This design comes from an exercise in tuning for small area on the open sky130 flow, not from production work.
Only simulation tests tie the RTL to the original design; equivalence was not proved.
The flow treats the clock pin as an ideal source, which a real chip does not have.
Power and IR drop assume default switching activity.

// irtx
module irtx (
    input  wire        clk,
    input  wire        rst,         
    input  wire        cmd_valid,
    input  wire [39:0] cmd_word,
    input  wire [3:0]  trig,
    output wire        ir_out,
    output wire        busy,
    output wire        cmd_ready
);
Size in the first run: about 320 cells after synthesis, ~50 I/O pins, ~2400 um^2 of cells after synthesis.
==> module irtx, before the edit <==
module irtx (
    input  wire        clk,
    input  wire        rst,         
    input  wire        cmd_valid,
    input  wire [39:0] cmd_word,
    input  wire [3:0]  trig,
    output wire        ir_out,
    output wire        busy,
    output wire        cmd_ready
);
    reg        bsy;
    reg        s;        
    reg [5:0]  p;        
    reg [31:0] c;
    wire       fr = ~(p[5] & p[4] & ~p[3]);    
    wire [4:0] lt = c[31:27];
    wire       g1 = c[26];   
    wire       tab = c[25];  
    wire lt0 = (lt == 5'd0);
    wire lt1 = (lt == 5'd1);
    assign ir_out    = bsy & ~s & (lt0 | lt[4] | (lt[3] & lt[2] & lt[1]));
    assign busy      = bsy;
    assign cmd_ready = ~bsy;
    wire [7:0]  op = cmd_word[39:32];
    wire        az = (cmd_word[31:16] == 16'd0);
    wire        bz = (cmd_word[15:0] == 16'd0);
    wire        bk = (cmd_word[15:2] == 14'd0);
    wire d_carr  = (op[7:1] == 7'b0001000) & az & ~bz;
    wire d_space = (op == 8'h20) & ~(az & bz);
    wire d_tx    = (op[7:1] == 7'b0011000);
    wire d_sendk = (op == 8'h40) & az & bk;
    wire t_any   = |trig;
    wire [1:0] t_k = trig[0] ? 2'd0 : trig[1] ? 2'd1 : trig[2] ? 2'd2 : 2'd3;
    wire sp    = cmd_valid & d_space;
    wire go    = cmd_valid ? (d_carr | d_space | d_tx | d_sendk) : t_any;
    wire acc   = ~bsy & ~rst & go;
    wire sendk = cmd_valid ? d_sendk : 1'b1;
    wire [1:0] k = cmd_valid ? cmd_word[1:0] : t_k;
    wire frn   = sendk | d_tx;
    wire g1n   = sendk ? (k == 2'd2) : op[0];
    wire [31:0] ld;
    assign ld[1:0]   = k;
    assign ld[6:2]   = cmd_word[6:2];
    assign ld[15:7]  = frn ? (g1n ? 9'd96 : 9'd346) : cmd_word[15:7];
    assign ld[23:16] = cmd_word[23:16];
    assign ld[24]    = d_tx ? cmd_word[7] : cmd_word[24];
    assign ld[25]    = sp ? cmd_word[25] : sendk;
    assign ld[26]    = sp ? cmd_word[26] : g1n;
    assign ld[31:27] = frn ? 5'd0 : cmd_word[31:27];
    wire plain = ~fr & s;
    wire pls   = ~plain;
    wire       b0 = ~fr & (plain | lt1);
    wire [7:0] lo = {1'b0, c[6:0]} - {7'd0, b0};
    wire       b7 = fr ? lt1 : lo[7];
    wire [9:0] hn = {1'b0, c[15:7]} - {9'd0, b7};
    wire       b16 = plain & hn[9];
    wire [11:0] mn = {1'b0, c[26:16]} - {11'd0, b16};
    wire       b27 = pls | mn[11];
    wire [4:0] ln0 = lt - {4'd0, b27};
    wire [4:0] ln  = (pls & lt0) ? (g1 ? 5'd24 : 5'd25) : ln0;
    wire [31:0] dec = {ln, mn[10:0], hn[8:0], lo[6:0]};
    wire zl  = (c[6:1] == 6'd0);
    wire zh  = (c[15:8] == 8'd0);
    wire zm  = (c[26:16] == 11'd0);
    wire fin = fr ? (c[7] & zh & lt1)
                  : (c[0] & zl & ~c[7] & zh & (s ? (zm & lt0) : lt1));
    wire last = g1 ? (s & p[2] & p[0] & ~p[4])
                   : (~s & p[5] & ~p[0]);
    wire nxc = fin & fr & ~last;
    wire [5:0] pn = s ? p : ((g1 & p[4] & p[2] & p[1]) ? 6'd0 : p + 6'd1);
    wire k0 = c[0], k1 = c[1];
    wire [7:0] ta = {k1, 1'b0, k1, 2'b00, ~(k1 & ~k0), 1'b0, k1};
    wire [7:0] tc = {2'b00, k1 & k0, k1, k1 & k0, k1, ~k1, k0 ^ k1};
    wire [7:0] fv = tab ? (p[4] ? tc : ta) : (p[4] ? {c[24], c[6:0]} : c[23:16]);
    wire bit_ = fv[p[2:0]] ^ p[3];
    wire st_ms = p[5] & p[0];
    reg [8:0] hk;
    reg [4:0] lk;
    always @(*) begin
        lk = 5'd0;
        if (s) begin
            hk = g1 ? (bit_ ? 9'd48 : 9'd24) : 9'd22;
        end else if (g1) begin
            hk = 9'd24;                   
        end else if (st_ms) begin
            hk = 9'd174; lk = 5'd2;       
        end else if (bit_) begin
            hk = 9'd65;  lk = 5'd22;      
        end else begin
            hk = 9'd22;  lk = 5'd16;      
        end
    end
    always @(posedge clk) begin
        if (rst)
            bsy <= 1'b0;
        else if (acc)
            bsy <= 1'b1;
        else if (fin & ~nxc)
            bsy <= 1'b0;
        if (acc) begin
            s  <= sp;
            p  <= {~(g1n & frn), ~(g1n & frn), {4{frn}}};
            c  <= ld;
        end else begin
            c <= dec;
            if (nxc) begin
                s <= ~s;
                p <= pn;
                c[15:7]  <= hk;
                c[31:27] <= lk;
            end
        end
    end
endmodule
clock: 10.0 ns
lec_check: 0
cap_margin: 0
core_margin: 2
core_utilization: 65
slew_margin: 0
standard.sh (not shown) runs the stock make flow with config.mk's settings and CLKGATE_MAP_FILE= SYNTH_SCRIPT=/design/flow/synth_recipe.tcl, a recipe that flattens the netlist after the stock synthesis.
==> flow/flow/run.sh <==
#!/bin/bash
# Layout flow: the standard synthesis, then its combinational logic
# re-mapped by ABC with area-oriented scripts, some of them with ABC's deep
# synthesis (the smallest of their results is kept; every register of the standard synthesis is kept as it is: same
# instance, name and cell type), then the standard floorplan-to-finish
# steps, with the port buffers made of the smallest buffer cell and the clock
# tree made by flow/clkbuf.tcl. Each tool writes its full output to a log here.
set -euo pipefail
R=orfs/results/$FLOW_PLATFORM/irtx/base
LIB=$FLOW_HOME/platforms/$FLOW_PLATFORM/lib/sky130_fd_sc_hd__tt_025C_1v80.lib
YOSYS=$(command -v yosys || echo "$FLOW_HOME/../tools/install/yosys/bin/yosys")

# 1. standard synthesis
bash standard.sh synth > synth.log 2>&1
cp $R/1_2_yosys.v std_1_2_yosys.v

# 2. re-map the combinational logic; registers are black boxes
python3 flow/mkmodels.py "$LIB" models.v > mkmodels.log 2>&1
DU=$(sed 's/^/-dont_use /' flow/dont_use.txt | tr '\n' ' ')
resyn() {
  local s=$1 n
  n=$(basename $s .abc)
  "$YOSYS" -l resyn_$n.log -p "read_verilog models.v; read_verilog std_1_2_yosys.v; \
      hierarchy -top $FLOW_TOP; flatten; opt -purge; techmap; opt -purge; \
      abc -script $PWD/$s -liberty $LIB $DU; \
      splitnets; opt_clean -purge; \
      hilomap -singleton -hicell sky130_fd_sc_hd__conb_1 HI -locell sky130_fd_sc_hd__conb_1 LO; \
      insbuf -buf sky130_fd_sc_hd__buf_1 A X; opt_clean -purge; \
      select -module $FLOW_TOP; write_verilog -noattr -nohex -nodec -selected resyn_$n.v; \
      tee -o resyn_$n.stat stat -liberty $LIB" > resyn_$n.out 2>&1 || true
}
# ABC's deep synthesis, with a range of random seeds
mkdir -p abc
cp flow/area*.abc abc/
for seed in $(seq 1 16); do
  printf "strash\n&get -n\n&deepsyn -T 20 -S $seed\n&dch -f\n&nf -a -R 1000\n&put\n" > abc/deep$seed.abc
done
# the scripts run side by side
jobs_max=${NUM_CORES:-4}
for s in abc/*.abc; do
  while (( $(jobs -rp | wc -l) >= jobs_max )); do sleep 1; done
  resyn $s &
done
wait
best=""; best_area=""
for s in abc/*.abc; do
  n=$(basename $s .abc)
  a=$(awk '/Chip area/ {print $NF}' resyn_$n.stat 2>/dev/null || true)
  echo "$n $a" >> resyn_areas.txt
  if [[ -n "$a" ]] && { [[ -z "$best_area" ]] || awk -v x="$a" -v y="$best_area" 'BEGIN{exit !(x < y)}'; }; then
    best=$n; best_area=$a
  fi
done
echo "kept $best $best_area" >> resyn_areas.txt
if [[ -n "$best" ]]; then
  cp resyn_$best.v $R/1_2_yosys.v
  rm -f $R/1_synth.odb $R/1_synth.sdc
fi

# 3. the rest of the standard flow
bash standard.sh "BUFFER_PORTS_ARGS=-buffer_cell sky130_fd_sc_hd__buf_1" \
  "PRE_CTS_TCL=$PWD/flow/clkbuf.tcl" finish > make.log 2>&1
Other scripts of this flow, unchanged in this note and not shown: flow/flow/area1.abc, flow/flow/area2.abc, flow/flow/area3.abc, flow/flow/area4.abc, flow/flow/clkbuf.tcl, flow/flow/dont_use.txt, flow/flow/mkmodels.py
The baseline ran to the end with no violations.
Rerun with:
--- a/flow/design.v
+++ b/flow/design.v
@@ -94,13 +94,13 @@
         if (rst)
             bsy <= 1'b0;
         else if (acc)
             bsy <= 1'b1;
         else if (fin & ~nxc)
             bsy <= 1'b0;
-        if (acc) begin
+        if (~bsy) begin
             s  <= sp;
             p  <= {~(g1n & frn), ~(g1n & frn), {4{frn}}};
             c  <= ld;
         end else begin
             c <= dec;
             if (nxc) begin
The changed run ran to the end with no violations.
Wire length went up by 1.1%.
Sequential share of layout area went up by 0.20 points.
Die area went down by 0.65%.
Cell count is about the same.
Clock power went up by 3.2%.
Design area went down by 0.60%.
Hold slack gains 11 ps.
Via count went down by 0.60%.
Power went down by 16%.

what the ideal ports hide:
Ports are ideal in the flow. The routed layouts listed here were re-timed in OpenROAD.
Step 1, drivers: a clkbuf_16 drives clk and a buf_2 each remaining input, both assumed.
Step 2 times the ports against the registers' clock, not the clock port: input delays grow and output delays shrink by t, the midpoint of the rising clock arrivals with the driver on.
Three values: ideal, step 1, step 2; two values: the first two.
run | t, ns | setup WS [ns] | worst setup path after step 2 | clock arrival spread, ns | slew at the worst register clock pin (ns)
the first run | 0.192 | 5.027 / 5.027 / 4.889 | input to register | 0.014 / 0.014 | 0.09 / 0.09
the second run | 0.197 | 3.854 / 3.854 / 3.854 | register to register | 0.008 / 0.008 | 0.09 / 0.09
After both steps setup and hold are still met in every run listed. For the first run, which loses most, drivers alone change the setup slack by 0.000 ns; drivers and shift together by -0.138 ns.
